This design comes from an exercise in tuning for small area and a short achievable clock period on the open sky130 flow, not from production work.
RTL that was checked went through simulation tests only; none was proved equivalent to the original.
Function not checked in runs 2 to 4: the RTL went through the layout flow alone.
Power figures rest on the tool's default switching activity, not on a simulated workload.

## flow/flow/run.sh

```bash
#!/bin/bash
# Layout flow: the standard ORFS flow (standard.sh) with the settings in
# flow/extra.mk added on top of the standard flow's config.mk:
#  - SETUP_SLACK_MARGIN: repair_timing keeps working until every path has this
#    much slack at the design's clock period, so the gates on the paths from
#    the inputs and to the outputs get sized and buffered for speed;
#  - ADDER_MAP_FILE empty: Yosys does not extract half/full adder cells, so
#    ABC maps the (ripple) arithmetic to plain gates, which is smaller here;
#  - BUFFER_PORTS_ARGS: the cell the port buffers start from.
# The clock period, constraints and synthesis script are the standard flow's.
set -euo pipefail
W=$(pwd)
{ echo "include $W/config.mk"; cat flow/extra.mk; } > "$W/flow_config.mk"
sed "s#DESIGN_CONFIG=[^ ]*#DESIGN_CONFIG=$W/flow_config.mk#" standard.sh > flow_standard.sh
bash flow_standard.sh > flow_make.log 2>&1
```

## flow/flow/extra.mk

```make
export SETUP_SLACK_MARGIN = 46.5
export ADDER_MAP_FILE =
export BUFFER_PORTS_ARGS = -buffer_cell sky130_fd_sc_hd__buf_2
```

## flow/standard.sh

```bash
#!/bin/bash
# synth_recipe.tcl (not shown) runs the flow's synth.tcl, then flattens the netlist and writes it again
# the make line also repeats each setting of config.mk as NAME=value (left out here)
make -C /OpenROAD-flow-scripts/flow DESIGN_CONFIG=/design/flow/config.mk WORK_HOME=/design/flow/orfs CLKGATE_MAP_FILE= SYNTH_SCRIPT=/design/flow/synth_recipe.tcl "${@:-finish}"
```

## flow/config.mk

```make
export PLATFORM = sky130hd
export DESIGN_NAME = wavegen
export DESIGN_NICKNAME = wavegen
export VERILOG_FILES = /design/flow/design.v
export SDC_FILE = /design/flow/constraint.sdc
export NUM_CORES = 4
export LEC_CHECK = 0
export CAP_MARGIN = 20
export CORE_MARGIN = 2
export CORE_UTILIZATION = 40
export CTS_BUF_LIST = sky130_fd_sc_hd__clkbuf_8
export SLEW_MARGIN = 20
```

## flow/constraint.sdc

```tcl
create_clock -name core_clock -period 60.0 [get_ports {clk}]
set_input_delay 12.0000 -clock core_clock [delete_from_list [all_inputs] [get_ports {clk}]]
set_output_delay 12.0000 -clock core_clock [all_outputs]
set_load 0.01 [all_outputs]
```

## flow/design.v

```verilog
module wavegen (
    input  wire        clk,
    input  wire        rst,             
    input  wire [7:0]  cmd,
    input  wire        cmd_valid,
    output wire        cmd_ready,
    output reg         pin,
    output wire        running,
    output wire [31:0] freq_out,
    output wire [31:0] inc_out,
    output wire [7:0]  duty_high_out,
    output wire [7:0]  duty_low_out
);
    localparam [20:0] F_MAX = 21'd1_250_000;   
    localparam [34:0] NUM   = 35'd1_562_500;   
    reg [20:0] freq8;        
    reg        inc_sel;
    reg [5:0]  dh;           
    reg [5:0]  dl;           
    reg        run;
    reg        ready;
    reg [20:0] rem_r;        
    reg [13:0] quo;          
    reg [3:0]  dcnt;         
    reg [13:0] clkdiv_m1;    
    reg [13:0] tick_cnt;
    reg [3:0]  pattern_j;
    reg [3:0]  fq0, fq1, fq2, fq3;   
    reg [2:0]  fifo_cnt;
    reg [3:0]  cur_j;
    reg [3:0]  osr_rem;
    wire [11:0] lo_is, lo_il, lo_ds, lo_dl;
    wavegen_addk #(.W(11), .K(11'd125),  .SUB(0)) u_is (.a(freq8[10:0]), .s(lo_is));
    wavegen_addk #(.W(11), .K(11'd1250), .SUB(0)) u_il (.a(freq8[10:0]), .s(lo_il));
    wavegen_addk #(.W(11), .K(11'd125),  .SUB(1)) u_ds (.a(freq8[10:0]), .s(lo_ds));
    wavegen_addk #(.W(11), .K(11'd1250), .SUB(1)) u_dl (.a(freq8[10:0]), .s(lo_dl));
    wire [9:0]  hi_p, hi_m;
    assign hi_p[0] = 1'b1;
    assign hi_m[0] = 1'b1;
    genvar gi;
    generate
        for (gi = 1; gi < 10; gi = gi + 1) begin : g_hi
            assign hi_p[gi] = hi_p[gi-1] &  freq8[10+gi];
            assign hi_m[gi] = hi_m[gi-1] & !freq8[10+gi];
        end
    endgenerate
    wire [3:0] sat = {freq8 < 21'd1375, freq8 < 21'd250,
                      freq8 > F_MAX - 21'd1250, freq8 > F_MAX - 21'd125};
    wire [21:0] rem2 = {rem_r, quo[13]};
    wire [21:0] flip;            
    wire        qbit;            
    wavegen_sub22 u_div (.a(rem2), .b({1'b0, freq8}), .x(flip), .nb(qbit));
    wire        dload = !ready && dcnt == 4'd15;
    always @(posedge clk) begin
        if (dload) begin
            rem_r <= NUM[34:14];
            quo   <= NUM[13:0];
        end else begin
            rem_r <= rem2[20:0] ^ ({21{qbit}} & flip[20:0]);
            if (!ready)
                quo <= {quo[12:0], qbit};
        end
    end
    reg [3:0] duty_j;
    always @(*) begin
        case (dh)
            6'd5:    duty_j = 4'd1;
            6'd10:   duty_j = 4'd2;
            6'd15:   duty_j = 4'd3;
            6'd20:   duty_j = 4'd4;
            6'd25:   duty_j = 4'd5;
            6'd30:   duty_j = 4'd6;
            6'd35:   duty_j = 4'd7;
            6'd40:   duty_j = 4'd8;
            default: duty_j = 4'd9;
        endcase
    end
    wire [5:0] dh_step = (dh == 6'd45) ? 6'd5  : dh + 6'd5;
    wire [5:0] dl_step = (dl == 6'd5)  ? 6'd45 : dl - 6'd5;
    wire tz   = tk_b;               
    wire [13:0] tick_dec;
    wire        tk_b;
    wavegen_addk #(.W(14), .K(14'd1), .SUB(1)) u_tk (.a(tick_cnt), .s({tk_b, tick_dec}));
    wire rz   = (osr_rem == 4'd0);
    wire pull = tz & rz;
    wire push = !fifo_cnt[2];
    reg [3:0] head;
    always @(*) begin
        case (fifo_cnt[1:0])
            2'd3:    head = fq1;
            2'd2:    head = fq2;
            2'd1:    head = fq3;
            default: head = fq0;
        endcase
    end
    wire pin_tick = rz ? 1'b0 : (osr_rem <= cur_j);
    always @(posedge clk) begin
        if (!run) begin
            tick_cnt <= quo;
            osr_rem  <= 4'd0;
            fifo_cnt <= 3'd0;
        end else begin
            tick_cnt <= tz ? clkdiv_m1 : tick_dec;
            if (tz)
                osr_rem <= rz ? 4'd9 : osr_rem - 4'd1;
            if (push && !pull)
                fifo_cnt <= fifo_cnt + 3'd1;
            else if (pull && !push)
                fifo_cnt <= fifo_cnt - 3'd1;
        end
        if (pull)
            cur_j <= head;
        if (push) begin
            fq3 <= pattern_j;
            fq2 <= fq3;
            fq1 <= fq2;
            fq0 <= fq1;
        end
    end
    wire [20:0] freq8_d;
    wire        inc_sel_d, run_d, ready_d, pin_d, div_load;
    wire [5:0]  dh_d, dl_d;
    wire [3:0]  dcnt_d;
    wavegen_late u_late (
        .rst(rst), .cmd(cmd), .cmd_valid(cmd_valid),
        .ready(ready), .run(run), .pin(pin), .inc_sel(inc_sel),
        .freq8(freq8), .lo_is(lo_is), .lo_il(lo_il), .lo_ds(lo_ds), .lo_dl(lo_dl),
        .hi_p(hi_p), .hi_m(hi_m), .sat(sat),
        .dh(dh), .dl(dl), .dh_step(dh_step), .dl_step(dl_step),
        .dcnt(dcnt), .tz(tz), .pin_tick(pin_tick),
        .freq8_d(freq8_d), .inc_sel_d(inc_sel_d), .dh_d(dh_d), .dl_d(dl_d),
        .run_d(run_d), .ready_d(ready_d), .dcnt_d(dcnt_d), .pin_d(pin_d),
        .div_load(div_load)
    );
    always @(posedge clk) begin
        freq8   <= freq8_d;
        inc_sel <= inc_sel_d;
        dh      <= dh_d;
        dl      <= dl_d;
        run     <= run_d;
        ready   <= ready_d;
        dcnt    <= dcnt_d;
        pin     <= pin_d;
        if (div_load) begin
            clkdiv_m1 <= quo;
            pattern_j <= duty_j;
        end
    end
    assign cmd_ready     = ready;
    assign running       = run;
    assign freq_out      = {8'd0, freq8, 3'd0};
    assign inc_out       = inc_sel ? 32'd10_000 : 32'd1_000;
    assign duty_high_out = {1'b0, dh, 1'b0};
    assign duty_low_out  = {1'b0, dl, 1'b0};
endmodule
module wavegen_late (
    input  wire        rst,
    input  wire [7:0]  cmd,
    input  wire        cmd_valid,
    input  wire        ready,
    input  wire        run,
    input  wire        pin,
    input  wire        inc_sel,
    input  wire [20:0] freq8,
    input  wire [11:0] lo_is, lo_il, lo_ds, lo_dl,
    input  wire [9:0]  hi_p, hi_m,
    input  wire [3:0]  sat,
    input  wire [5:0]  dh, dl, dh_step, dl_step,
    input  wire [3:0]  dcnt,
    input  wire        tz,
    input  wire        pin_tick,
    output wire [20:0] freq8_d,
    output wire        inc_sel_d,
    output wire [5:0]  dh_d, dl_d,
    output wire        run_d,
    output wire        ready_d,
    output wire [3:0]  dcnt_d,
    output wire        pin_d,
    output wire        div_load
);
    localparam [20:0] F_MIN = 21'd125;
    localparam [20:0] F_MAX = 21'd1_250_000;
    localparam [20:0] F_RST = 21'd2_500;
    wire acc     = cmd_valid & ready & (cmd[3:1] == 3'b000);
    wire c_fr    = acc & (cmd[7:5] == 3'b001);             
    wire c_sel   = acc & (cmd[7:4] == 4'h4);
    wire acc0    = acc & !cmd[0];
    wire c_start = acc0 & (cmd[7:4] == 4'h1);
    wire c_step  = acc0 & (cmd[7:4] == 4'h5);
    wire c_sync  = acc0 & (cmd[7:4] == 4'h6);
    wire c_stop  = acc0 & (cmd[7:4] == 4'h7);
    wire dec     = cmd[4];
    wire sel     = cmd[0];
    reg [11:0] lo;
    reg        sat_x;
    always @(*) begin
        case ({dec, sel})
            2'b00:   begin lo = lo_is; sat_x = sat[0]; end
            2'b01:   begin lo = lo_il; sat_x = sat[1]; end
            2'b10:   begin lo = lo_ds; sat_x = sat[2]; end
            default: begin lo = lo_dl; sat_x = sat[3]; end
        endcase
    end
    wire        cy    = lo[11];
    wire [9:0]  hi    = freq8[20:11] ^ ({10{cy & !dec}} & hi_p | {10{cy & dec}} & hi_m);
    wire [20:0] f_new = sat_x ? (dec ? F_MIN : F_MAX) : {hi, lo[10:0]};
    assign freq8_d   = rst ? F_RST : c_fr ? f_new : freq8;
    assign inc_sel_d = rst ? 1'b1 : c_sel ? sel : inc_sel;
    assign dh_d      = rst ? 6'd25 : c_step ? dh_step : dh;
    assign dl_d      = rst ? 6'd25 : c_step ? dl_step : dl;
    assign run_d     = !rst & (c_start | (run & !c_stop));
    assign ready_d   = !rst & !c_fr & (ready | dcnt == 4'd0);
    assign dcnt_d    = (rst | c_fr) ? 4'd15 : (!ready && dcnt == 4'd15) ? 4'd13 : dcnt - 4'd1;
    assign pin_d     = rst ? 1'b0 :
                       !run ? (c_start | pin) :
                       (tz & !c_stop) ? pin_tick : pin;
    assign div_load  = !run | c_sync;
endmodule
module wavegen_addk #(parameter W = 8, parameter [W-1:0] K = 0, parameter SUB = 0) (
    input  wire [W-1:0] a,
    output wire [W:0]   s
);
    wire [W:0] c;
    assign c[0] = 1'b0;
    genvar i;
    generate
        for (i = 0; i < W; i = i + 1) begin : g
            assign s[i] = a[i] ^ K[i] ^ c[i];
            if (SUB == 0)
                assign c[i+1] = K[i] ? (a[i] | c[i]) : (a[i] & c[i]);
            else
                assign c[i+1] = K[i] ? (!a[i] | c[i]) : (!a[i] & c[i]);
        end
    endgenerate
    assign s[W] = c[W];
endmodule
module wavegen_sub22 (
    input  wire [21:0] a,
    input  wire [21:0] b,
    output wire [21:0] x,
    output wire        nb
);
    wire [22:0] c;               
    assign c[0] = 1'b0;
    genvar i;
    generate
        for (i = 0; i < 22; i = i + 1) begin : g
            wire p = a[i] ^ b[i];
            assign x[i]   = b[i] ^ c[i];
            assign c[i+1] = p ? b[i] : c[i];
        end
    endgenerate
    assign nb = !c[22];
endmodule
```

==> impl_metrics.env, run 1 <==
export IMPL_antenna_found_initial=0
export IMPL_dp_hpwl_um=11390
export IMPL_finalCritPeriodShare_pct=22.38
export IMPL_clkSinkCount=135
export IMPL_slew_headroom_pct=50.26
export IMPL_sw_frac_of_total_pct=31.04
export IMPL_synth_edf_count=38
export IMPL_ant_nets=0
export IMPL_numCtsBuffers=17
export IMPL_cts_clk_slew_worst_paths_ps=80
export IMPL_startpoint_type="input port"
export IMPL_switchingPower_mw=0.07903
export IMPL_routedWlPerCell_um=14.48
export IMPL_synth_area_leaders="dfxtp_1 26%, edfxtp_1 15%, buf_4 4.7%, o21ai_0 4.3%, nor2_1 3.9%"
export IMPL_drtPass1Iterations=5
export IMPL_p_per_area_nw_per_um2=30.34
export IMPL_min_delay_path_class="reg2reg"
export IMPL_dieHeight_um=141.7
export IMPL_syn_area_per_cell_um2=8.594
export IMPL_placed_area_um2=7840
export IMPL_drive_gt1_share_pct=15.69
export IMPL_ys_seq_area_share_pct=40.63
export IMPL_ys_ff_latch=135
export IMPL_max_freq_mhz=74.46
export IMPL_worstSetupPathType="in2reg"
export IMPL_ys_top_cells_by_count="97 x dfxtp_1, 78 x nor2_1, 65 x o21ai_0"
export IMPL_cp_max_fo=29
export IMPL_viasPerCell=5.366
export IMPL_drv_cap=0
export IMPL_post_place_ws_ps=45720
export IMPL_arrival_ps=13760
export IMPL_fp_dieW_um=141.7
export IMPL_status="complete, no violations"
export IMPL_yosys_most_used_dff="dfxtp_1"
export IMPL_seq_power_share_pct=47.1
export IMPL_cpPeakStageDelay_ps=340
export IMPL_power_frac_comb_pct=22.0
export IMPL_vdd_ir_drop_max_uv=16.99
export IMPL_routabilityCongestion=0.8657
export IMPL_antenna_cells=0
export IMPL_grt_pass1_vias=5565
export IMPL_finalSetupViolCount=0
export IMPL_crit_chain="buf_6, nor2b_4, o211ai_1, o21ai_1, and4_4, nor2_4, a21oi_1, nor2_1, a2111oi_1"
export IMPL_ctsLongestPathBuffers=2
export IMPL_initial_core_util_pct=40.70
export IMPL_dieArea_um2=20090
export IMPL_p_int_mw=0.1755
export IMPL_fillCellCount=1832
export IMPL_yosys_warnings=2
export IMPL_synth_cell_types=76
export IMPL_clock_latency_ps=440
export IMPL_vias=6182
export IMPL_rsz0062_at_grt="yes"
export IMPL_worstSetupEndpointType="flop"
export IMPL_fin_skew_ps=12.58
export IMPL_cpMaxStageDelayCell="and4_4"
export IMPL_routed_wl_um=16690
export IMPL_grt_usage_pct=17.03
export IMPL_core_area_um2=18640
export IMPL_grt_max_degree=40
export IMPL_drv_slew=0
export IMPL_grt_first_pass_wirelength_um=27820
export IMPL_setup_ws_ps=46570
export IMPL_cp_required_ps=60330
export IMPL_leakagePower_nw=3.080
export IMPL_drc_errors=0
export IMPL_hold_violations=0
export IMPL_total_power_mw=0.2546
export IMPL_synth_top_cell_area_share_pct=25.59
export IMPL_overflow=0
export IMPL_timing_setup_tns_ps=0
export IMPL_async_flop_share_pct=0
export IMPL_area_delta_synth_final_pct=10.57
export IMPL_cts_root_buf="clkbuf_8"
export IMPL_io_pins=94
export IMPL_worst_pin_slew_ps=744.0
export IMPL_syn_cell_area_um2=7589
export IMPL_cts_tree="yes"
export IMPL_portBuffers=53
export IMPL_h_tree_depth=4
export IMPL_power_share_clock_pct=30.8
export IMPL_final_area_um2=8391
export IMPL_fin_crit_ps=13430
export IMPL_syn_inst=883
export IMPL_final_net_count=916
export IMPL_holdWs_ps=428.1
export IMPL_rows=50
export IMPL_yosysTopAreaCell="dfxtp_1"
export IMPL_synth_most_common_cell="dfxtp_1"
export IMPL_cts_hold_buffers_added=0
export IMPL_drt_iter0_drc=374
[path summary, 6_finish.rpt]
check                          from                      to  slack (ps)  cells after the start
max                          cmd[4]  freq8[12]$_SDFFE_PP0P_       46570                      9
min          pattern_j[1]$_DFFE_PP_        fq3[1]$_DFFE_PN_         430                      0
max reg2reg   freq8[0]$_SDFFE_PP0P_     rem_r[3]$_SDFF_PP1_       55940                     13
min reg2reg  pattern_j[1]$_DFFE_PP_        fq3[1]$_DFFE_PN_         430                      0
[power by group through the flow]
stage | Sequential (mW) | Combinational, mW | Clock (mW)
final | 0.120 | 0.0561 | 0.0785
after global routing | 0.123 | 0.0647 | 0.0853
after CTS | 0.120 | 0.0564 | 0.0810
after detailed placement | 0.122 | 0.0560 | 0
after global placement | 0.122 | 0.0551 | 0
after floorplan | 0.119 | 0.0503 | 0
[layer usage]
metal	vias up	part of all wire, %	global-route usage, %	wire length (um)
met1	2916	49	22.97	8093
met4	0	1.2	5.158	204
met3	15	4.1	3.476	676
met5	-	0	0	0
li1	3104	-	-	-
met2	147	46	27.62	7709
[layout make-up]
cell class	count	area (um2)	share of cell area (%)
multi-input cells	640	4056	48.34
clock buffers	17	234.0	2.789
flip-flops and latches	135	3083	36.74
repair buffers	67	382.9	4.563
inverters	44	165.2	1.968
clock inverters	15	176.4	2.103
well taps	234	292.8	3.489
[cell usage in the layout (no fill, tap or decap), drive strengths merged, types with 6 or more instances in the layout]
| cell | synthesis | routed |
|---|---|---|
| dfxtp | 97 | 97 |
| o21ai | 80 | 80 |
| nor2 | 78 | 78 |
| buf | 57 | 67 |
| nand2 | 61 | 61 |
| inv | 44 | 49 |
| a21oi | 46 | 46 |
| conb | 2 | 40 |
| edfxtp | 38 | 38 |
| xnor2 | 27 | 27 |
| o211ai | 24 | 24 |
| nand3 | 22 | 22 |
| xor2 | 20 | 20 |
| or3 | 20 | 20 |
| nand2b | 19 | 19 |
| nor2b | 18 | 18 |
| nor3 | 18 | 18 |
| clkbuf | 45 | 17 |
| a31oi | 12 | 12 |
| maj3 | 11 | 11 |
| nor4 | 11 | 11 |
| a211oi | 9 | 9 |
| and3 | 9 | 9 |
| mux2i | 8 | 8 |
| and2 | 7 | 7 |
| o31ai | 7 | 7 |
| o22ai | 6 | 6 |
| o21a | 6 | 6 |
[sequential cells by signal (all words and copies together), names as in the netlist, 6 cells and up]
register	flops
freq8	21
rem_r	21
clkdiv_m1	14
quo	14
tick_cnt	14
dh	6
dl	6
[stage by stage]
stage	cells	util (%)
finish	1152	45.01
global route	1152	45.01
CTS	1147	44.48
detailed placement	1111	42.05
global placement	1111	42.05
floorplan	921	-
[cells by family after synthesis]
| group | Yosys count | share of synthesized area, % |
|---|---|---|
| and+or+nand+nor | 296 | 20.51 |
| DFF | 135 | 40.63 |
| other | 2 | 0.09897 |
| xor gates and xnor gates | 47 | 5.425 |
| buffers and inverters | 146 | 9.761 |
| AOI/OAI and AO/OA | 232 | 19.56 |
| muxes | 14 | 2.539 |
| adders and majority gates | 11 | 1.484 |
[timing repair]
| item | 4_1_cts | 5_1_grt |
|---|---|---|
| setup endpoints to repair | 20 | 20 |
| pin swaps | 1 | 3 |
| setup buffers | 4 | 5 |
| resized for setup | 4 | 13 |
[critical path: cells and delay by family]
family,cells,cell delay [ps]
buf+inv,1,200
simple gates,4,740
compound gates,4,800
==> run 2, diff against run 1 <==
--- a/flow/design.v
+++ b/flow/design.v
@@ -44,20 +44,23 @@
             assign hi_m[gi] = hi_m[gi-1] & !freq8[10+gi];
         end
     endgenerate
-    wire [3:0] sat = {freq8 < 21'd1375, freq8 < 21'd250,
-                      freq8 > F_MAX - 21'd1250, freq8 > F_MAX - 21'd125};
+    wire [3:0] sat = {freq8[20:8] < 13'd5,
+                      freq8[20:7] == 14'd0,
+                      freq8[20:9] >= 12'd2439,
+                      &(freq8 | ~F_MAX)};
     wire [21:0] rem2 = {rem_r, quo[13]};
     wire [21:0] flip;            
     wire        qbit;            
     wavegen_sub22 u_div (.a(rem2), .b({1'b0, freq8}), .x(flip), .nb(qbit));
-    wire        dload = !ready && dcnt == 4'd15;
+    wire        dload = !ready && dcnt == 4'd14;
+    wire        dstep = !ready && dcnt[3:1] != 3'b111;    
     always @(posedge clk) begin
         if (dload) begin
             rem_r <= NUM[34:14];
             quo   <= NUM[13:0];
         end else begin
             rem_r <= rem2[20:0] ^ ({21{qbit}} & flip[20:0]);
-            if (!ready)
+            if (dstep)
                 quo <= {quo[12:0], qbit};
         end
     end
@@ -96,7 +99,7 @@
     wire pin_tick = rz ? 1'b0 : (osr_rem <= cur_j);
     always @(posedge clk) begin
         if (!run) begin
-            tick_cnt <= quo;
+            tick_cnt <= clkdiv_m1;
             osr_rem  <= 4'd0;
             fifo_cnt <= 3'd0;
         end else begin
@@ -209,12 +212,12 @@
     assign dh_d      = rst ? 6'd25 : c_step ? dh_step : dh;
     assign dl_d      = rst ? 6'd25 : c_step ? dl_step : dl;
     assign run_d     = !rst & (c_start | (run & !c_stop));
-    assign ready_d   = !rst & !c_fr & (ready | dcnt == 4'd0);
-    assign dcnt_d    = (rst | c_fr) ? 4'd15 : (!ready && dcnt == 4'd15) ? 4'd13 : dcnt - 4'd1;
+    assign ready_d   = !rst & !c_fr & (ready | dcnt == 4'd15);
+    assign dcnt_d    = (rst | c_fr) ? 4'd14 : dcnt - 4'd1;
     assign pin_d     = rst ? 1'b0 :
                        !run ? (c_start | pin) :
                        (tz & !c_stop) ? pin_tick : pin;
-    assign div_load  = !run | c_sync;
+    assign div_load  = !run | c_sync | c_stop;    
 endmodule
 module wavegen_addk #(parameter W = 8, parameter [W-1:0] K = 0, parameter SUB = 0) (
     input  wire [W-1:0] a,
==> flow/flow/extra.mk (replaced) <==
export SETUP_SLACK_MARGIN = 46
export ADDER_MAP_FILE =
export BUFFER_PORTS_ARGS = -buffer_cell sky130_fd_sc_hd__buf_2
==> run 2 against run 1 <==
Effect of this change: still clean; non-clock buffer count decreased by 10; critical path depth decreased by 2; routed wire length increased by 6.2%; combinational power increased by 35%; cell area increased by 0.58%; core utilization decreased by 1.2 points; register-to-register slack got worse by 310 ps; flip-flop and latch count unchanged; worst setup slack got worse by 400 ps; final cell count increased by 5.1%; sequential share of layout area decreased by 0.21 points; critical path type unchanged; critical endpoint is now freq8[11]$_SDFFE_PP1P_; highest routed layer unchanged.
==> impl_metrics.env, run 2 <==
export IMPL_crit_chain="buf_4, nand3_1, or3_1, or4_1, a31oi_1, nor2_1, a311o_1"
export IMPL_max_freq_mhz=72.32
export IMPL_rows=51
export IMPL_fp_dieW_um=143.7
export IMPL_viasPerCell=5.324
export IMPL_drtPass1Iterations=5
export IMPL_vias=6447
export IMPL_ys_ff_latch=135
export IMPL_p_per_area_nw_per_um2=32.59
export IMPL_clkSinkCount=135
export IMPL_portBuffers=53
export IMPL_cts_root_buf="clkbuf_8"
export IMPL_crit_path_start="cmd[4]"
export IMPL_dieArea_um2=20640
export IMPL_crit_buf_inv=1
export IMPL_seq_power_share_pct=45.0
export IMPL_drv_slew=0
export IMPL_ys_seq_area_share_pct=39.52
export IMPL_worstHoldStart="pattern_j[0]$_DFFE_PP_"
export IMPL_finalCritPeriodShare_pct=23.05
export IMPL_rsz0062_at_grt="no"
export IMPL_grt_first_pass_wirelength_um=28930
export IMPL_reg_top3="freq8 x21, rem_r x21"
export IMPL_power_frac_comb_pct=27.6
export IMPL_synth_edf_count=38
export IMPL_final_common_cell="dfxtp_1"
export IMPL_slew_headroom_pct=26.61
export IMPL_antenna_found_initial=0
export IMPL_r2r_end="rem_r[1]$_SDFF_PP1_"
export IMPL_r2r_setup_slack_ps=55630
export IMPL_worst_pin_slew_ps=1101
export IMPL_initial_core_util_pct=40.48
export IMPL_hold_end="fq3[0]$_DFFE_PN_"
export IMPL_drt_iter0_drc=412
export IMPL_wl_met1_um=8308
export IMPL_post_cts_repair_setup_buffers=0
export IMPL_ctsLongestPathBuffers=2
export IMPL_h_tree_depth=4
export IMPL_finalSetupViolCount=0
export IMPL_sw_frac_of_total_pct=34.95
export IMPL_yosys_warnings=2
export IMPL_routedWlPerCell_um=14.63
export IMPL_synth_cell_types=76
export IMPL_grt_pass1_vias=5747
export IMPL_antenna_cells=0
export IMPL_arrival_ps=14170
export IMPL_syn_inst=915
export IMPL_cp_required_ps=60340
export IMPL_numCtsBuffers=17
export IMPL_p_int_mw=0.1789
export IMPL_grt_usage_pct=17.54
export IMPL_grt_max_degree=34
export IMPL_dr_wl_met3_um=646
export IMPL_cpPeakStageDelay_ps=620
export IMPL_io_pins=94
export IMPL_cts_hold_buffers_added=0
export IMPL_power_share_clock_pct=27.4
export IMPL_rr_worst_depth=11
export IMPL_switchingPower_mw=0.09613
export IMPL_dp_hpwl_um=12540
export IMPL_cp_max_fo=33
export IMPL_drive_gt1_share_pct=11.73
export IMPL_final_util_pct=43.79
export IMPL_drv_cap=0
export IMPL_critPathTopFamily="simple AND/OR/NAND/NOR gates"
export IMPL_cpMaxStageDelayCell="or4_1"
export IMPL_cts_tree="yes"
export IMPL_dieHeight_um=143.7
export IMPL_clock_latency_ps=450
export IMPL_core_area_um2=19270
export IMPL_synth_top_cell_area_share_pct=24.89
export IMPL_fin_crit_ps=13830
export IMPL_min_delay_path_class="reg2reg"
export IMPL_yosysTopAreaCell="dfxtp_1"
export IMPL_leakagePower_nw=3.210
export IMPL_syn_cell_area_um2=7801
export IMPL_dr_wl_met2_um=8585
export IMPL_routed_wl_um=17720
export IMPL_routabilityCongestion=0.9038
export IMPL_syn_area_per_cell_um2=8.526
export IMPL_synth_area_leaders="dfxtp_1 25%, edfxtp_1 15%, nand2_1 4.7%, buf_4 4.4%, o21ai_0 4.0%"
export IMPL_top_layer="met4"
export IMPL_overflow=0
export IMPL_cts_clk_slew_worst_paths_ps=90
export IMPL_worstSetupEndpointType="flop"
export IMPL_status="complete, no violations"
export IMPL_ant_nets=0
export IMPL_ys_top_cells_by_count="97 x dfxtp_1, 97 x nand2_1, 72 x nor2_1"
export IMPL_startpoint_type="input port"
export IMPL_min_delay_path_depth=0
export IMPL_final_cell_mix="97 x dfxtp_1, 96 x nand2_1, 71 x nor2_1, 62 x o21ai_0, 52 x buf_2"
export IMPL_hold_violations=0
export IMPL_final_net_count=944
export IMPL_yosys_most_used_dff="dfxtp_1"
export IMPL_area_delta_synth_final_pct=8.180
export IMPL_timing_setup_tns_ps=0
export IMPL_vdd_ir_drop_max_uv=20.98
export IMPL_fin_skew_ps=10.62
export IMPL_r2r_start="freq8[0]$_SDFFE_PP0P_"
export IMPL_drc_errors=0
export IMPL_worstSetupPathType="in2reg"
export IMPL_async_flop_share_pct=0
## run 2: changes by cell type in the layout (fill, tap and decap cells not counted), sizes merged, moves of 8 or more
| cell | delta |
|---|---|
| a22o | +8 |
| nand2 | +36 |
| buf | -10 |
| o211ai | -16 |
| nand2b | +22 |
| o22a | +8 |
| nor3 | +8 |
| xnor2 | +8 |
| o21ai | -15 |
| inv | -11 |
| or3 | -11 |
## run 2: power by group through the flow
stage | registers [mW] | logic [mW] | clock network (mW)
4_1_cts | 0.123 | 0.0758 | 0.0779
3_3_place_gp | 0.125 | 0.0748 | 0
5_1_grt | 0.126 | 0.0860 | 0.0814
6_report | 0.124 | 0.0759 | 0.0755
3_5_place_dp | 0.125 | 0.0754 | 0
2_1_floorplan | 0.121 | 0.0667 | 0
## run 2: timing repair
item | in CTS | in global routing
endpoints found under the setup margin | 14 | 15
gates resized for setup | 1 | 4
pin swaps | 0 | 0
## run 2: cell type report
class                   count  area [um2]
inverters                  30       112.6
multi-input cells         692        4220
fillers                  1954       10830
clock buffers              17       234.0
repair buffers             57       297.8
flip-flops and latches    135        3083
well taps                 265       331.6
clock inverters            15       160.2
## run 2: how the worst max path moves through the flow
stage / end / cells past startpoint
finish: freq8[11]$_SDFFE_PP1P_ / 7
global route: freq8[12]$_SDFFE_PP0P_ / 9
CTS: freq8[12]$_SDFFE_PP0P_ / 9
detailed placement: freq8[11]$_SDFFE_PP1P_ / 7
global placement: freq8[12]$_SDFFE_PP0P_ / 9
floorplan: clkdiv_m1[0]$_DFFE_PP_ / 5
## run 2: per-stage QoR
step | total power, mW | area, um2 | setup slack (ps) | instances | hold WS, ps
after floorplan | 0.1880 | 7944 | 46100 | 953 | 400.3
after global routing | 0.2933 | 8439 | 46000 | 1211 | 445.6
after CTS | 0.2771 | 8422 | 46010 | 1211 | 427.9
after global placement | 0.1999 | 8025 | 45470 | 1179 | 402.1
after detailed placement | 0.2007 | 8025 | 45390 | 1179 | 410.7
final | 0.2750 | 8439 | 46170 | 1211 | 424.6
## run 2: kinds of logic after synthesis
family | Yosys count | share of synthesized area (%)
simple gates | 345 | 22.58
fa+ha+maj | 9 | 1.155
xor+xnor | 52 | 5.838
buf+inv | 126 | 8.436
other cells | 2 | 0.09627
flops | 135 | 39.52
mux | 20 | 3.240
compound gates | 226 | 19.13
## run 2: metal layers
metal,up-vias,global-route usage (%)
met5,-,0
met4,0,5.986
met3,16,3.032
met2,165,29.85
met1,3031,22.51
li1,3235,-
==> run 3, diff against run 2 <==
==> flow/flow/extra.mk (replaced) <==
export SETUP_SLACK_MARGIN = 46.5
export ADDER_MAP_FILE =
export BUFFER_PORTS_ARGS = -buffer_cell sky130_fd_sc_hd__buf_2
==> run 3 against run 2 <==
Effect of this change: non-clock buffer count decreased by 1; register-to-register slack improved by 330 ps; combinational power increased by 1%; sequential power about the same; worst setup slack improved by 360 ps; flip-flop and latch count unchanged; global-route usage increased by 0.13 points; first-iteration DRC count decreased by 12%; core utilization increased by 0.81 points; die area unchanged; critical path type unchanged.
==> impl_metrics.env, run 3 <==
export IMPL_finalSetupViolCount=0
export IMPL_syn_inst=915
export IMPL_viasPerCell=5.298
export IMPL_cp_required_ps=60400
export IMPL_area_delta_synth_final_pct=10.18
export IMPL_antenna_cells=0
export IMPL_p_per_area_nw_per_um2=32.23
export IMPL_synth_edf_count=38
export IMPL_dp_hpwl_um=12510
export IMPL_synth_top_cell_area_share_pct=24.89
export IMPL_routed_wl_um=17780
export IMPL_drt_iter0_drc=364
export IMPL_worstSetupPathType="in2reg"
export IMPL_syn_area_per_cell_um2=8.526
export IMPL_dieHeight_um=143.7
export IMPL_fin_crit_ps=13470
export IMPL_portBuffers=53
export IMPL_drc_errors=0
export IMPL_synth_area_leaders="dfxtp_1 25%, edfxtp_1 15%, nand2_1 4.7%, buf_4 4.4%, o21ai_0 4.0%"
export IMPL_numCtsBuffers=17
export IMPL_hold_violations=0
export IMPL_max_freq_mhz=74.23
export IMPL_fp_dieW_um=143.7
export IMPL_cts_clk_slew_worst_paths_ps=90
export IMPL_startpoint_type="input port"
export IMPL_total_power_mw=0.2770
export IMPL_worst_pin_slew_ps=829.6
export IMPL_yosysTopAreaCell="dfxtp_1"
export IMPL_ys_seq_area_share_pct=39.52
export IMPL_grt_usage_pct=17.67
export IMPL_antenna_found_initial=0
export IMPL_clock_latency_ps=460
export IMPL_cts_tree="yes"
export IMPL_arrival_ps=13870
export IMPL_status="complete, no violations"
export IMPL_yosys_most_used_dff="dfxtp_1"
export IMPL_h_tree_depth=4
export IMPL_ys_top_cells_by_count="97 x dfxtp_1, 97 x nand2_1, 72 x nor2_1"
export IMPL_grt_max_degree=34
export IMPL_yosys_warnings=2
export IMPL_vias=6411
export IMPL_reg_top3="freq8 x21, rem_r x21"
export IMPL_ys_ff_latch=135
export IMPL_worstSetupEndpointType="flop"
export IMPL_min_delay_path_class="reg2reg"
export IMPL_dieArea_um2=20640
export IMPL_cts_root_buf="clkbuf_8"
export IMPL_drv_slew=0
export IMPL_routedWlPerCell_um=14.69
export IMPL_finalCritPeriodShare_pct=22.45
export IMPL_drtPass1Iterations=5
export IMPL_syn_cell_area_um2=7801
export IMPL_final_cell_mix="95 x nand2_1, 91 x dfxtp_1, 71 x nor2_1, 59 x o21ai_0, 51 x buf_2"
export IMPL_timing_setup_tns_ps=0
export IMPL_clkSinkCount=135
export IMPL_ctsLongestPathBuffers=2
export IMPL_final_common_cell="nand2_1"
export IMPL_cp_max_fo=33
export IMPL_slew_headroom_pct=44.51
export IMPL_leakagePower_nw=3.254
export IMPL_async_flop_share_pct=0
export IMPL_drv_cap=0
export IMPL_grt_first_pass_wirelength_um=28680
export IMPL_routabilityCongestion=0.8619
export IMPL_overflow=0
export IMPL_core_area_um2=19270
export IMPL_fillCellCount=1964
export IMPL_fin_skew_ps=17.86
export IMPL_synth_cell_types=76
export IMPL_initial_core_util_pct=40.48
export IMPL_io_pins=94
export IMPL_grt_pass1_vias=5565
export IMPL_rows=51
export IMPL_ant_nets=0
export IMPL_final_net_count=943
export IMPL_drive_gt1_share_pct=14.07
export IMPL_vdd_ir_drop_max_uv=21.87
export IMPL_rsz0062_at_grt="yes"
## run 3: changes by cell type in the layout (fill, tap and decap cells not counted), sizes merged
| cell | previous run | this run |
|---|---|---|
| bufinv | 1 | 0 |
| clkinv | 5 | 6 |
| buf | 57 | 56 |
## run 3: stage by stage
| step | instance area [um2] | std cells | utilization, % | hold slack (ps) | worst slack [ps] |
|---|---|---|---|---|---|
| after global placement | 8102 | 1177 | 42.04 | 401.3 | 45690 |
| final | 8596 | 1210 | 44.60 | 425.9 | 46530 |
| after global routing | 8596 | 1210 | 44.60 | 442.5 | 46470 |
| after CTS | 8538 | 1209 | 44.31 | 428.4 | 46510 |
| after floorplan | 8056 | 953 | - | 400.3 | 46320 |
| after detailed placement | 8102 | 1177 | 42.04 | 406.5 | 45660 |
## run 3: per-layer routing
layer | vias to the layer above | global-route usage (%) | wire length (um)
met1 | 3012 | 23.60 | 8356
met5 | - | 0 | 0
met3 | 21 | 4.299 | 775
li1 | 3232 | - | -
met2 | 146 | 28.10 | 8344
met4 | 0 | 5.882 | 301
## run 3: path summary, 6_finish.rpt
kind | startpoint | to | slack, ps | cells past startpoint
worst max-delay path | cmd[4] | freq8[12]$_SDFFE_PP0P_ | 46530 | 9
worst min-delay path | pattern_j[3]$_DFFE_PP_ | fq3[3]$_DFFE_PN_ | 430 | 0
worst max register to register | freq8[0]$_SDFFE_PP0P_ | rem_r[10]$_SDFF_PP0_ | 55960 | 11
worst min register to register | pattern_j[3]$_DFFE_PP_ | fq3[3]$_DFFE_PN_ | 430 | 0
## run 3: cell families after synthesis
logic type,synth area share [%]
and+or+nand+nor,22.58
AOI/OAI and AO/OA,19.13
DFF,39.52
buffers and inverters,8.436
xor gates and xnor gates,5.838
muxes,3.240
adders and majority gates,1.155
other,0.09627
## run 3: power by group
part           switching [mW]  leakage (nW)  internal [mW]  total [mW]
registers              0.0143          1.18          0.109       0.124
logic                  0.0416          1.86         0.0353      0.0769
clock network          0.0443         0.206         0.0322      0.0765
total                   0.100          3.25          0.177       0.277
## run 3: critical path: stages
cell and delay, ps:
buf_12 160, nand3_2 120, or3_4 380, or4_4 560, nand2_8 150, nor3_1 60, a311oi_1 260, a31oi_1 70
nor2_1 110
## run 3: layout make-up
| type | count | area [um2] | share of cell area [%] |
|---|---|---|---|
| Clock inverter | 15 | 175.2 | 2.038 |
| Sequential cell | 135 | 3090 | 35.95 |
| Clock buffer | 17 | 234.0 | 2.722 |
| Inverter | 30 | 112.6 | 1.310 |
| Multi-Input combinational cell | 692 | 4334 | 50.42 |
| Tap cell | 265 | 331.6 | 3.857 |
| Timing Repair Buffer | 56 | 317.8 | 3.697 |
## run 3: repair_timing
item / in CTS / in global routing
endpoints found under the setup margin: 25 / 46
setup buffers: 0 / 1
pin swaps: 0 / 1
resized for setup: 8 / 13
hold buffers: 0 / 0
==> run 4, diff against run 3 <==
--- a/flow/design.v
+++ b/flow/design.v
@@ -29,11 +29,11 @@
     reg [2:0]  fifo_cnt;
     reg [3:0]  cur_j;
     reg [3:0]  osr_rem;
-    wire [11:0] lo_is, lo_il, lo_ds, lo_dl;
-    wavegen_addk #(.W(11), .K(11'd125),  .SUB(0)) u_is (.a(freq8[10:0]), .s(lo_is));
-    wavegen_addk #(.W(11), .K(11'd1250), .SUB(0)) u_il (.a(freq8[10:0]), .s(lo_il));
-    wavegen_addk #(.W(11), .K(11'd125),  .SUB(1)) u_ds (.a(freq8[10:0]), .s(lo_ds));
-    wavegen_addk #(.W(11), .K(11'd1250), .SUB(1)) u_dl (.a(freq8[10:0]), .s(lo_dl));
+    wire [11:0] sum_is, sum_il, sum_ds, sum_dl;
+    wavegen_addk #(.W(11), .K(11'd125),  .SUB(0)) u_is (.a(freq8[10:0]), .s(sum_is));
+    wavegen_addk #(.W(11), .K(11'd1250), .SUB(0)) u_il (.a(freq8[10:0]), .s(sum_il));
+    wavegen_addk #(.W(11), .K(11'd125),  .SUB(1)) u_ds (.a(freq8[10:0]), .s(sum_ds));
+    wavegen_addk #(.W(11), .K(11'd1250), .SUB(1)) u_dl (.a(freq8[10:0]), .s(sum_dl));
     wire [9:0]  hi_p, hi_m;
     assign hi_p[0] = 1'b1;
     assign hi_m[0] = 1'b1;
@@ -48,6 +48,10 @@
                       freq8[20:7] == 14'd0,
                       freq8[20:9] >= 12'd2439,
                       &(freq8 | ~F_MAX)};
+    wire [11:0] lo_is = sat[0] ? {1'b0, 11'd720}      : sum_is;
+    wire [11:0] lo_il = sat[1] ? {freq8[11], 11'd720} : sum_il;
+    wire [11:0] lo_ds = sat[2] ? {1'b0, 11'd125}      : sum_ds;
+    wire [11:0] lo_dl = sat[3] ? {1'b0, 11'd125}      : sum_dl;
     wire [21:0] rem2 = {rem_r, quo[13]};
     wire [21:0] flip;            
     wire        qbit;            
@@ -128,7 +132,7 @@
         .rst(rst), .cmd(cmd), .cmd_valid(cmd_valid),
         .ready(ready), .run(run), .pin(pin), .inc_sel(inc_sel),
         .freq8(freq8), .lo_is(lo_is), .lo_il(lo_il), .lo_ds(lo_ds), .lo_dl(lo_dl),
-        .hi_p(hi_p), .hi_m(hi_m), .sat(sat),
+        .hi_p(hi_p), .hi_m(hi_m),
         .dh(dh), .dl(dl), .dh_step(dh_step), .dl_step(dl_step),
         .dcnt(dcnt), .tz(tz), .pin_tick(pin_tick),
         .freq8_d(freq8_d), .inc_sel_d(inc_sel_d), .dh_d(dh_d), .dl_d(dl_d),
@@ -167,7 +171,6 @@
     input  wire [20:0] freq8,
     input  wire [11:0] lo_is, lo_il, lo_ds, lo_dl,
     input  wire [9:0]  hi_p, hi_m,
-    input  wire [3:0]  sat,
     input  wire [5:0]  dh, dl, dh_step, dl_step,
     input  wire [3:0]  dcnt,
     input  wire        tz,
@@ -195,18 +198,17 @@
     wire dec     = cmd[4];
     wire sel     = cmd[0];
     reg [11:0] lo;
-    reg        sat_x;
     always @(*) begin
         case ({dec, sel})
-            2'b00:   begin lo = lo_is; sat_x = sat[0]; end
-            2'b01:   begin lo = lo_il; sat_x = sat[1]; end
-            2'b10:   begin lo = lo_ds; sat_x = sat[2]; end
-            default: begin lo = lo_dl; sat_x = sat[3]; end
+            2'b00:   begin lo = lo_is; end
+            2'b01:   begin lo = lo_il; end
+            2'b10:   begin lo = lo_ds; end
+            default: begin lo = lo_dl; end
         endcase
     end
     wire        cy    = lo[11];
     wire [9:0]  hi    = freq8[20:11] ^ ({10{cy & !dec}} & hi_p | {10{cy & dec}} & hi_m);
-    wire [20:0] f_new = sat_x ? (dec ? F_MIN : F_MAX) : {hi, lo[10:0]};
+    wire [20:0] f_new = {hi, lo[10:0]};
     assign freq8_d   = rst ? F_RST : c_fr ? f_new : freq8;
     assign inc_sel_d = rst ? 1'b1 : c_sel ? sel : inc_sel;
     assign dh_d      = rst ? 6'd25 : c_step ? dh_step : dh;
==> run 4 against run 3 <==
Effect of this change: still clean on timing, DRC and antenna; combinational power fell by 13%; synthesized cell count rose by 2.4%; clock skew fell by 0.68 ps; via count rose by 5.8%; area after synthesis rose by 2.4%; clock-buffer cell count did not move; largest cell class unchanged.
==> impl_metrics.env, run 4 <==
export IMPL_fin_cells=1230
export IMPL_clock_latency_ps=450
export IMPL_drive_gt1_share_pct=14.30
export IMPL_core_area_um2=19530
export IMPL_ys_seq_area_share_pct=38.59
export IMPL_startpoint_type="flop"
export IMPL_drc_errors=0
export IMPL_syn_inst=937
export IMPL_antenna_found_initial=0
export IMPL_slew_headroom_pct=44.01
export IMPL_syn_cell_area_um2=7989
export IMPL_cp_max_fo=17
export IMPL_grt_first_pass_wirelength_um=31170
export IMPL_worstSetupPathType="reg2out"
export IMPL_timing_setup_tns_ps=0
export IMPL_yosys_warnings=2
export IMPL_final_net_count=963
export IMPL_arrival_ps=1420
export IMPL_final_util_pct=44.49
export IMPL_synth_top_cell_area_share_pct=24.31
export IMPL_portBuffers=53
export IMPL_p_per_area_nw_per_um2=29.65
export IMPL_min_delay_path_class="reg2reg"
export IMPL_vdd_ir_drop_max_uv=20.09
export IMPL_yosysTopAreaCell="dfxtp_1"
export IMPL_worstSetupEndpointType="output pin"
export IMPL_overflow=0
export IMPL_rsz0062_at_grt="no"
export IMPL_vias=6780
export IMPL_clkSinkCount=135
export IMPL_crit_buf_inv=1
export IMPL_routabilityCongestion=0.8621
export IMPL_ant_nets=0
export IMPL_drtPass1Iterations=5
export IMPL_dieHeight_um=145.3
export IMPL_cpPeakStageDelay_ps=730
export IMPL_hold_violations=0
export IMPL_dp_hpwl_um=12880
export IMPL_dp_cells=1192
export IMPL_crit_chain="buf_2"
export IMPL_ys_top_cells_by_count="97 x dfxtp_1, 78 x nand2_1, 75 x nor2_1"
export IMPL_cp_required_ps=48000
export IMPL_ys_ff_latch=135
export IMPL_dieArea_um2=21120
export IMPL_viasPerCell=5.512
export IMPL_drv_cap=0
export IMPL_drv_slew=0
export IMPL_numCtsBuffers=17
export IMPL_ctsLongestPathBuffers=2
export IMPL_yosys_most_used_dff="dfxtp_1"
export IMPL_grt_pass1_vias=6023
export IMPL_fin_crit_ps=13420
export IMPL_finalSetupViolCount=0
export IMPL_drt_iter0_drc=521
export IMPL_status="complete, no violations"
export IMPL_fin_skew_ps=17.18
export IMPL_async_flop_share_pct=0
export IMPL_final_common_cell="dfxtp_1"
export IMPL_reg_top3="freq8 x21, rem_r x21"
export IMPL_io_pins=94
export IMPL_cts_tree="yes"
export IMPL_grt_usage_pct=17.94
export IMPL_area_delta_synth_final_pct=8.739
export IMPL_cts_root_buf="clkbuf_8"
export IMPL_h_tree_depth=4
export IMPL_finalCritPeriodShare_pct=22.37
export IMPL_antenna_cells=0
export IMPL_synth_area_leaders="dfxtp_1 24%, edfxtp_1 14%, xnor2_1 4.6%, buf_4 4.4%, nand2_1 3.7%"
export IMPL_routed_wl_um=18880
export IMPL_post_place_ws_ps=45430
export IMPL_setup_ws_ps=46580
export IMPL_final_cell_mix="90 x dfxtp_1, 76 x nand2_1, 71 x nor2_1, 54 x a21oi_1, 51 x buf_2"
export IMPL_synth_edf_count=38
export IMPL_synth_most_common_cell="dfxtp_1"
export IMPL_critPathTopFamily="flip-flops"
export IMPL_fp_dieW_um=145.3
export IMPL_fillCellCount=1988
export IMPL_cts_clk_slew_worst_paths_ps=80
export IMPL_routedWlPerCell_um=15.35
export IMPL_worst_pin_slew_ps=835.9
export IMPL_grt_max_degree=31
export IMPL_cpMaxStageDelayCell="dfxtp_1"
export IMPL_max_freq_mhz=74.49
export IMPL_rows=51
export IMPL_initial_core_util_pct=40.91
export IMPL_syn_area_per_cell_um2=8.526
export IMPL_leakagePower_nw=3.208
export IMPL_synth_cell_types=88
## run 4: changes by cell type in the layout (fill, tap and decap cells not counted), sizes merged, moves of 7 or more
cell	previous run	this run
o31ai	9	17
xnor2	35	42
mux2i	14	7
nand2b	41	24
nor4	16	9
or4	3	15
nand2	97	79
## run 4: power by group
part           internal, mW  total [mW]  leakage, nW  switching [mW]
Clock                0.0285      0.0665        0.170          0.0380
Sequential            0.109       0.124         1.18          0.0146
Combinational        0.0315      0.0670         1.86          0.0355
## run 4: final timing paths
| check | from | to | slack [ps] | cells past startpoint |
|---|---|---|---|---|
| worst max-delay path | freq8[10]$_SDFFE_PP0P_ | freq_out[13] | 46580 | 1 |
| worst min-delay path | pattern_j[2]$_DFFE_PP_ | fq3[2]$_DFFE_PN_ | 430 | 0 |
| worst min register to register | pattern_j[2]$_DFFE_PP_ | fq3[2]$_DFFE_PN_ | 430 | 0 |
| worst max register to register | freq8[10]$_SDFFE_PP0P_ | rem_r[12]$_SDFF_PP0_ | 56510 | 10 |
## run 4: metal layers
metal	global-route usage [%]	wire length, um
met5	0	0
met4	5.539	269
met2	29.34	8900
met1	24.23	8856
met3	3.239	857
## run 4: kinds of logic (layout without fill, tap and decap cells)
| kind of cell | Yosys count | count (layout) | share of synthesized area (%) |
|---|---|---|---|
| compound gates | 271 | 271 | 22.71 |
| xor+xnor | 55 | 55 | 6.030 |
| fa+ha+maj | 10 | 10 | 1.269 |
| buf+inv | 137 | 126 | 8.755 |
| flops | 135 | 135 | 38.59 |
| mux | 11 | 11 | 2.005 |
| other cells | 2 | 40 | 0.09401 |
| simple gates | 316 | 317 | 20.55 |
## run 4: final cells by class
cell class / instances / area (um2) / area share (%)
Clock buffer: 17 / 234.0 / 2.693
Clock inverter: 15 / 106.4 / 1.224
Inverter: 33 / 138.9 / 1.599
Multi-Input combinational cell: 704 / 4447 / 51.19
Sequential cell: 135 / 3092 / 35.59
Tap cell: 265 / 331.6 / 3.817
Timing Repair Buffer: 61 / 337.8 / 3.889
## run 4: what timing repair did
action,CTS,global route
pin swaps,3,6
cloned,1,0
hold buffers,0,0
hold endpoints to repair,0,0
buffers inserted,2,3
gates resized for setup,6,15
endpoints found under the setup margin,20,41
## run 4: per-stage QoR
stage | hold slack (ps) | instance area [um2] | total power [mW]
after floorplan | 400.3 | 8240 | 0.1809
after global placement | 401.4 | 8245 | 0.1907
after detailed placement | 413.4 | 8252 | 0.1921
after CTS | 432.8 | 8627 | 0.2600
after global routing | 435.9 | 8687 | 0.2754
final | 431.2 | 8687 | 0.2576
==> run 5, diff against run 4 <==
--- a/flow/design.v
+++ b/flow/design.v
@@ -15,8 +15,7 @@
     localparam [34:0] NUM   = 35'd1_562_500;   
     reg [20:0] freq8;        
     reg        inc_sel;
-    reg [5:0]  dh;           
-    reg [5:0]  dl;           
+    reg [3:0]  duty_j;       
     reg        run;
     reg        ready;
     reg [20:0] rem_r;        
@@ -29,11 +28,11 @@
     reg [2:0]  fifo_cnt;
     reg [3:0]  cur_j;
     reg [3:0]  osr_rem;
-    wire [11:0] sum_is, sum_il, sum_ds, sum_dl;
-    wavegen_addk #(.W(11), .K(11'd125),  .SUB(0)) u_is (.a(freq8[10:0]), .s(sum_is));
-    wavegen_addk #(.W(11), .K(11'd1250), .SUB(0)) u_il (.a(freq8[10:0]), .s(sum_il));
-    wavegen_addk #(.W(11), .K(11'd125),  .SUB(1)) u_ds (.a(freq8[10:0]), .s(sum_ds));
-    wavegen_addk #(.W(11), .K(11'd1250), .SUB(1)) u_dl (.a(freq8[10:0]), .s(sum_dl));
+    wire [11:0] lo_is, lo_il, lo_ds, lo_dl;
+    wavegen_addk #(.W(11), .K(11'd125),  .SUB(0)) u_is (.a(freq8[10:0]), .s(lo_is));
+    wavegen_addk #(.W(11), .K(11'd1250), .SUB(0)) u_il (.a(freq8[10:0]), .s(lo_il));
+    wavegen_addk #(.W(11), .K(11'd125),  .SUB(1)) u_ds (.a(freq8[10:0]), .s(lo_ds));
+    wavegen_addk #(.W(11), .K(11'd1250), .SUB(1)) u_dl (.a(freq8[10:0]), .s(lo_dl));
     wire [9:0]  hi_p, hi_m;
     assign hi_p[0] = 1'b1;
     assign hi_m[0] = 1'b1;
@@ -48,10 +47,6 @@
                       freq8[20:7] == 14'd0,
                       freq8[20:9] >= 12'd2439,
                       &(freq8 | ~F_MAX)};
-    wire [11:0] lo_is = sat[0] ? {1'b0, 11'd720}      : sum_is;
-    wire [11:0] lo_il = sat[1] ? {freq8[11], 11'd720} : sum_il;
-    wire [11:0] lo_ds = sat[2] ? {1'b0, 11'd125}      : sum_ds;
-    wire [11:0] lo_dl = sat[3] ? {1'b0, 11'd125}      : sum_dl;
     wire [21:0] rem2 = {rem_r, quo[13]};
     wire [21:0] flip;            
     wire        qbit;            
@@ -68,22 +63,12 @@
                 quo <= {quo[12:0], qbit};
         end
     end
-    reg [3:0] duty_j;
-    always @(*) begin
-        case (dh)
-            6'd5:    duty_j = 4'd1;
-            6'd10:   duty_j = 4'd2;
-            6'd15:   duty_j = 4'd3;
-            6'd20:   duty_j = 4'd4;
-            6'd25:   duty_j = 4'd5;
-            6'd30:   duty_j = 4'd6;
-            6'd35:   duty_j = 4'd7;
-            6'd40:   duty_j = 4'd8;
-            default: duty_j = 4'd9;
-        endcase
-    end
-    wire [5:0] dh_step = (dh == 6'd45) ? 6'd5  : dh + 6'd5;
-    wire [5:0] dl_step = (dl == 6'd5)  ? 6'd45 : dl - 6'd5;
+    wire [3:0] j_step = (duty_j == 4'd9) ? 4'd1 : duty_j + 4'd1;
+    wire [5:0] dh = (duty_j == 4'd1) ? 6'd5  : (duty_j == 4'd2) ? 6'd10 :
+                    (duty_j == 4'd3) ? 6'd15 : (duty_j == 4'd4) ? 6'd20 :
+                    (duty_j == 4'd5) ? 6'd25 : (duty_j == 4'd6) ? 6'd30 :
+                    (duty_j == 4'd7) ? 6'd35 : (duty_j == 4'd8) ? 6'd40 : 6'd45;
+    wire [5:0] dl = 6'd50 - dh;
     wire tz   = tk_b;               
     wire [13:0] tick_dec;
     wire        tk_b;
@@ -126,24 +111,23 @@
     end
     wire [20:0] freq8_d;
     wire        inc_sel_d, run_d, ready_d, pin_d, div_load;
-    wire [5:0]  dh_d, dl_d;
+    wire [3:0]  duty_j_d;
     wire [3:0]  dcnt_d;
     wavegen_late u_late (
         .rst(rst), .cmd(cmd), .cmd_valid(cmd_valid),
         .ready(ready), .run(run), .pin(pin), .inc_sel(inc_sel),
         .freq8(freq8), .lo_is(lo_is), .lo_il(lo_il), .lo_ds(lo_ds), .lo_dl(lo_dl),
-        .hi_p(hi_p), .hi_m(hi_m),
-        .dh(dh), .dl(dl), .dh_step(dh_step), .dl_step(dl_step),
+        .hi_p(hi_p), .hi_m(hi_m), .sat(sat),
+        .duty_j(duty_j), .j_step(j_step),
         .dcnt(dcnt), .tz(tz), .pin_tick(pin_tick),
-        .freq8_d(freq8_d), .inc_sel_d(inc_sel_d), .dh_d(dh_d), .dl_d(dl_d),
+        .freq8_d(freq8_d), .inc_sel_d(inc_sel_d), .duty_j_d(duty_j_d),
         .run_d(run_d), .ready_d(ready_d), .dcnt_d(dcnt_d), .pin_d(pin_d),
         .div_load(div_load)
     );
     always @(posedge clk) begin
         freq8   <= freq8_d;
         inc_sel <= inc_sel_d;
-        dh      <= dh_d;
-        dl      <= dl_d;
+        duty_j  <= duty_j_d;
         run     <= run_d;
         ready   <= ready_d;
         dcnt    <= dcnt_d;
@@ -171,13 +155,14 @@
     input  wire [20:0] freq8,
     input  wire [11:0] lo_is, lo_il, lo_ds, lo_dl,
     input  wire [9:0]  hi_p, hi_m,
-    input  wire [5:0]  dh, dl, dh_step, dl_step,
+    input  wire [3:0]  sat,
+    input  wire [3:0]  duty_j, j_step,
     input  wire [3:0]  dcnt,
     input  wire        tz,
     input  wire        pin_tick,
     output wire [20:0] freq8_d,
     output wire        inc_sel_d,
-    output wire [5:0]  dh_d, dl_d,
+    output wire [3:0]  duty_j_d,
     output wire        run_d,
     output wire        ready_d,
     output wire [3:0]  dcnt_d,
@@ -198,21 +183,21 @@
     wire dec     = cmd[4];
     wire sel     = cmd[0];
     reg [11:0] lo;
+    reg        sat_x;
     always @(*) begin
         case ({dec, sel})
-            2'b00:   begin lo = lo_is; end
-            2'b01:   begin lo = lo_il; end
-            2'b10:   begin lo = lo_ds; end
-            default: begin lo = lo_dl; end
+            2'b00:   begin lo = lo_is; sat_x = sat[0]; end
+            2'b01:   begin lo = lo_il; sat_x = sat[1]; end
+            2'b10:   begin lo = lo_ds; sat_x = sat[2]; end
+            default: begin lo = lo_dl; sat_x = sat[3]; end
         endcase
     end
     wire        cy    = lo[11];
     wire [9:0]  hi    = freq8[20:11] ^ ({10{cy & !dec}} & hi_p | {10{cy & dec}} & hi_m);
-    wire [20:0] f_new = {hi, lo[10:0]};
+    wire [20:0] f_new = sat_x ? (dec ? F_MIN : F_MAX) : {hi, lo[10:0]};
     assign freq8_d   = rst ? F_RST : c_fr ? f_new : freq8;
     assign inc_sel_d = rst ? 1'b1 : c_sel ? sel : inc_sel;
-    assign dh_d      = rst ? 6'd25 : c_step ? dh_step : dh;
-    assign dl_d      = rst ? 6'd25 : c_step ? dl_step : dl;
+    assign duty_j_d  = rst ? 4'd5 : c_step ? j_step : duty_j;
     assign run_d     = !rst & (c_start | (run & !c_stop));
     assign ready_d   = !rst & !c_fr & (ready | dcnt == 4'd15);
     assign dcnt_d    = (rst | c_fr) ? 4'd14 : dcnt - 4'd1;
==> run 5 against run 4 <==
Effect of this change: worst setup slack got worse by 210 ps; critical path type is now in2reg; combinational power down 5.5%; critical endpoint is now freq8[20]$_SDFFE_PP0P_; flip-flop and latch count fell by 8.
==> impl_metrics.env, run 5 <==
export IMPL_status="complete, no violations"
export IMPL_drv_cap=0
export IMPL_rsz0062_at_grt="yes"
export IMPL_yosys_area_share_xor_xnor_pct=5.171
export IMPL_synth_mux_area_fraction_pct=2.480
export IMPL_routedWlPerCell_um=14.09
export IMPL_arrival_ps=14020
export IMPL_grt_pass1_vias=5242
export IMPL_cp_max_fo=5
export IMPL_final_util_pct=47.05
export IMPL_timing_setup_tns_ps=0
export IMPL_syn_cell_area_um2=7114
export IMPL_grt_usage_pct=16.91
export IMPL_hold_violations=0
export IMPL_overflow=0
export IMPL_routed_wl_um=15620
export IMPL_final_common_cell="dfxtp_1"
export IMPL_total_power_mw=0.2536
export IMPL_initial_core_util_pct=40.99
export IMPL_sw_frac_of_total_pct=32.81
export IMPL_antenna_cells=0
export IMPL_worstSetupPathType="in2reg"
export IMPL_switchingPower_mw=0.08322
export IMPL_seqCellArea_um2=2937
export IMPL_ctsLongestPathBuffers=2
export IMPL_area_delta_synth_final_pct=14.79
export IMPL_synth_top_family_by_area="simple AND/OR/NAND/NOR gates"
export IMPL_power_share_clock_pct=29.4
export IMPL_drv_slew=0
export IMPL_cp_required_ps=60390
export IMPL_portBuffers=53
export IMPL_top_usage_layer="met2"
export IMPL_multiInputGateArea_um2=3840
export IMPL_io_pins=94
export IMPL_async_flop_share_pct=0
export IMPL_vdd_ir_drop_max_uv=14.50
export IMPL_rows=48
export IMPL_dp_cells=1048
export IMPL_fp_dieW_um=137.4
export IMPL_drc_errors=0
export IMPL_yosys_warnings=2
export IMPL_dp_hpwl_um=10300
export IMPL_startpoint_type="input port"
export IMPL_syn_inst=826
export IMPL_final_net_count=882
export IMPL_viasPerCell=5.307
export IMPL_ys_ff_latch=127
export IMPL_core_area_um2=17360
export IMPL_fin_skew_ps=10.30
export IMPL_drive_gt1_share_pct=18.78
export IMPL_h_tree_depth=4
export IMPL_vias=5886
export IMPL_dieArea_um2=18870
export IMPL_dieHeight_um=137.4
export IMPL_worstSetupEndpointType="flop"
export IMPL_ys_seq_area_share_pct=41.08
export IMPL_cts_root_buf="clkbuf_8"
export IMPL_cts_tree="yes"
export IMPL_use_met1_pct=22.93
export IMPL_drtPass1Iterations=5
export IMPL_synth_adder_area_share_pct=1.266
export IMPL_fin_cells=1109
export IMPL_synth_area_leaders="dfxtp_1 25%, edfxtp_1 16%, o21ai_0 5.0%, buf_4 5.0%, a21oi_1 4.4%"
export IMPL_finalCritPeriodShare_pct=22.72
export IMPL_grt_first_pass_wirelength_um=25340
export IMPL_drt_iter0_drc=439
export IMPL_ant_nets=0
export IMPL_worst_pin_slew_ps=679.6
export IMPL_grt_use_met3_pct=3.495
export IMPL_finalSetupViolCount=0
export IMPL_use_met2_pct=26.29
export IMPL_clkSinkCount=127
export IMPL_synthSimpleGateAreaFrac_pct=21.30
export IMPL_min_delay_path_class="reg2reg"
export IMPL_synth_cell_types=72
export IMPL_yosysTopAreaCell="dfxtp_1"
export IMPL_leakagePower_nw=3.063
export IMPL_clock_latency_ps=450
export IMPL_p_per_area_nw_per_um2=31.06
export IMPL_numCtsBuffers=17
export IMPL_reg_top3="freq8 x21, rem_r x21"
export IMPL_synth_most_common_cell="dfxtp_1"
export IMPL_slew_headroom_pct=54.48
export IMPL_grt_max_degree=40
export IMPL_seq_power_share_pct=45.7
export IMPL_fillCellCount=1660
export IMPL_synth_edf_count=38
export IMPL_p_int_mw=0.1704
export IMPL_antenna_found_initial=0
export IMPL_max_freq_mhz=73.35
export IMPL_synth_compound_area_share_pct=19.49
export IMPL_syn_area_per_cell_um2=8.613
export IMPL_final_cell_mix="84 x dfxtp_1, 67 x o21ai_0, 60 x nor2_1, 57 x a21oi_1, 52 x nand2_1"
export IMPL_ys_top_cells_by_count="89 x dfxtp_1, 71 x o21ai_0, 63 x a21oi_1, 63 x nor2_1, 54 x nand2_1"
export IMPL_cts_clk_slew_worst_paths_ps=80
export IMPL_holdWs_ps=422.6
export IMPL_yosys_most_used_dff="dfxtp_1"
export IMPL_synth_top_cell_area_share_pct=25.04
export IMPL_power_frac_comb_pct=24.9
export IMPL_routabilityCongestion=0.8719
export IMPL_fin_crit_ps=13630
==> run 5: final timing paths <==
| path | startpoint | end | slack, ps | cells past startpoint |
|---|---|---|---|---|
| worst max register to register | freq8[0]$_SDFFE_PP0P_ | rem_r[15]$_SDFF_PP0_ | 56200 | 11 |
| worst min register to register | pattern_j[3]$_DFFE_PP_ | fq3[3]$_DFFE_PN_ | 420 | 0 |
| worst min-delay path | pattern_j[3]$_DFFE_PP_ | fq3[3]$_DFFE_PN_ | 420 | 0 |
| worst max-delay path | cmd[0] | freq8[20]$_SDFFE_PP0P_ | 46370 | 12 |
==> run 5: area by class of cell <==
cell class	count	area share, %
well taps	225	3.447
inverters	24	1.103
repair buffers	84	7.660
multi-input cells	617	47.02
clock inverters	15	1.946
flip-flops and latches	127	35.96
clock buffers	17	2.865
==> run 5: logic make-up (layout without fill, tap and decap cells) <==
family | after synthesis | count (layout)
simple gates | 291 | 291
flops | 127 | 127
compound gates | 224 | 224
fa+ha+maj | 9 | 9
other cells | 2 | 40
buf+inv | 120 | 140
mux | 11 | 11
xor+xnor | 42 | 42
==> run 5: metrics by stage <==
stage	setup slack, ps	area, um2
6_report	46370	8167
5_1_grt	46300	8167
4_1_cts	46340	7873
3_5_place_dp	45360	7301
3_3_place_gp	45390	7301
2_1_floorplan	45880	7332
==> run 5: power by group through the flow <==
stage | Sequential, mW | Combinational [mW] | Clock (mW)
after CTS | 0.116 | 0.0627 | 0.0764
final | 0.116 | 0.0633 | 0.0745
after global placement | 0.118 | 0.0609 | 0
after detailed placement | 0.118 | 0.0620 | 0
after floorplan | 0.114 | 0.0567 | 0
after global routing | 0.118 | 0.0736 | 0.0805
==> run 5: metal layers <==
layer,part of all wire [%],routed length [um]
met3,5.4,851
met1,48,7559
met2,44,6942
met5,0,0
met4,1.7,270
==> run 5: worst max-delay path: stages <==
cell and delay [ps]:
buf_16 110, nand2b_4 140, a211oi_4 170, nand2_1 120, a21oi_2 160, a211oi_2 70
nand4b_1 220, or2_1 260, nor3_1 130, nor2_1 70, or4_1 400, a31oi_1 160
==> run 5: what timing repair did <==
action	4_1_cts	5_1_grt
endpoints found under the setup margin	25	25
resized for setup	33	23
pin swaps	9	15
hold buffers	0	0
setup buffers	10	16
gates cloned	0	3

what the ideal ports hide:
No port has a modelled driver above. Below, the same layouts with a new extraction and two added sets of constraints.
Step 1: set_driving_cell puts a clkbuf_16 on clk and a buf_2 on each other input, an assumption about the parent block.
Step 2 also shifts input and output timing later by t, the mid clock arrival at the registers, as if the neighbouring blocks saw the same clock.
a / b / c = no drivers / after step 1 / after step 2; a / b = the first two.
run | t (ns) | setup slack, ns | clock arrival spread, ns
run 1 | 0.474 | 46.570 / 46.573 / 46.100 | 0.013 / 0.013
run 2 | 0.480 | 46.172 / 46.189 / 45.709 | 0.010 / 0.011
run 3 | 0.497 | 46.529 / 46.505 / 46.008 | 0.019 / 0.018
run 4 | 0.490 | 46.576 / 46.530 / 46.145 | 0.017 / 0.017
run 5 | 0.485 | 46.367 / 46.292 / 45.806 | 0.010 / 0.011
After both steps setup and hold are still met in every run listed. For run 5, which loses most, drivers alone change the setup slack by -0.075 ns; drivers and shift together by -0.561 ns.
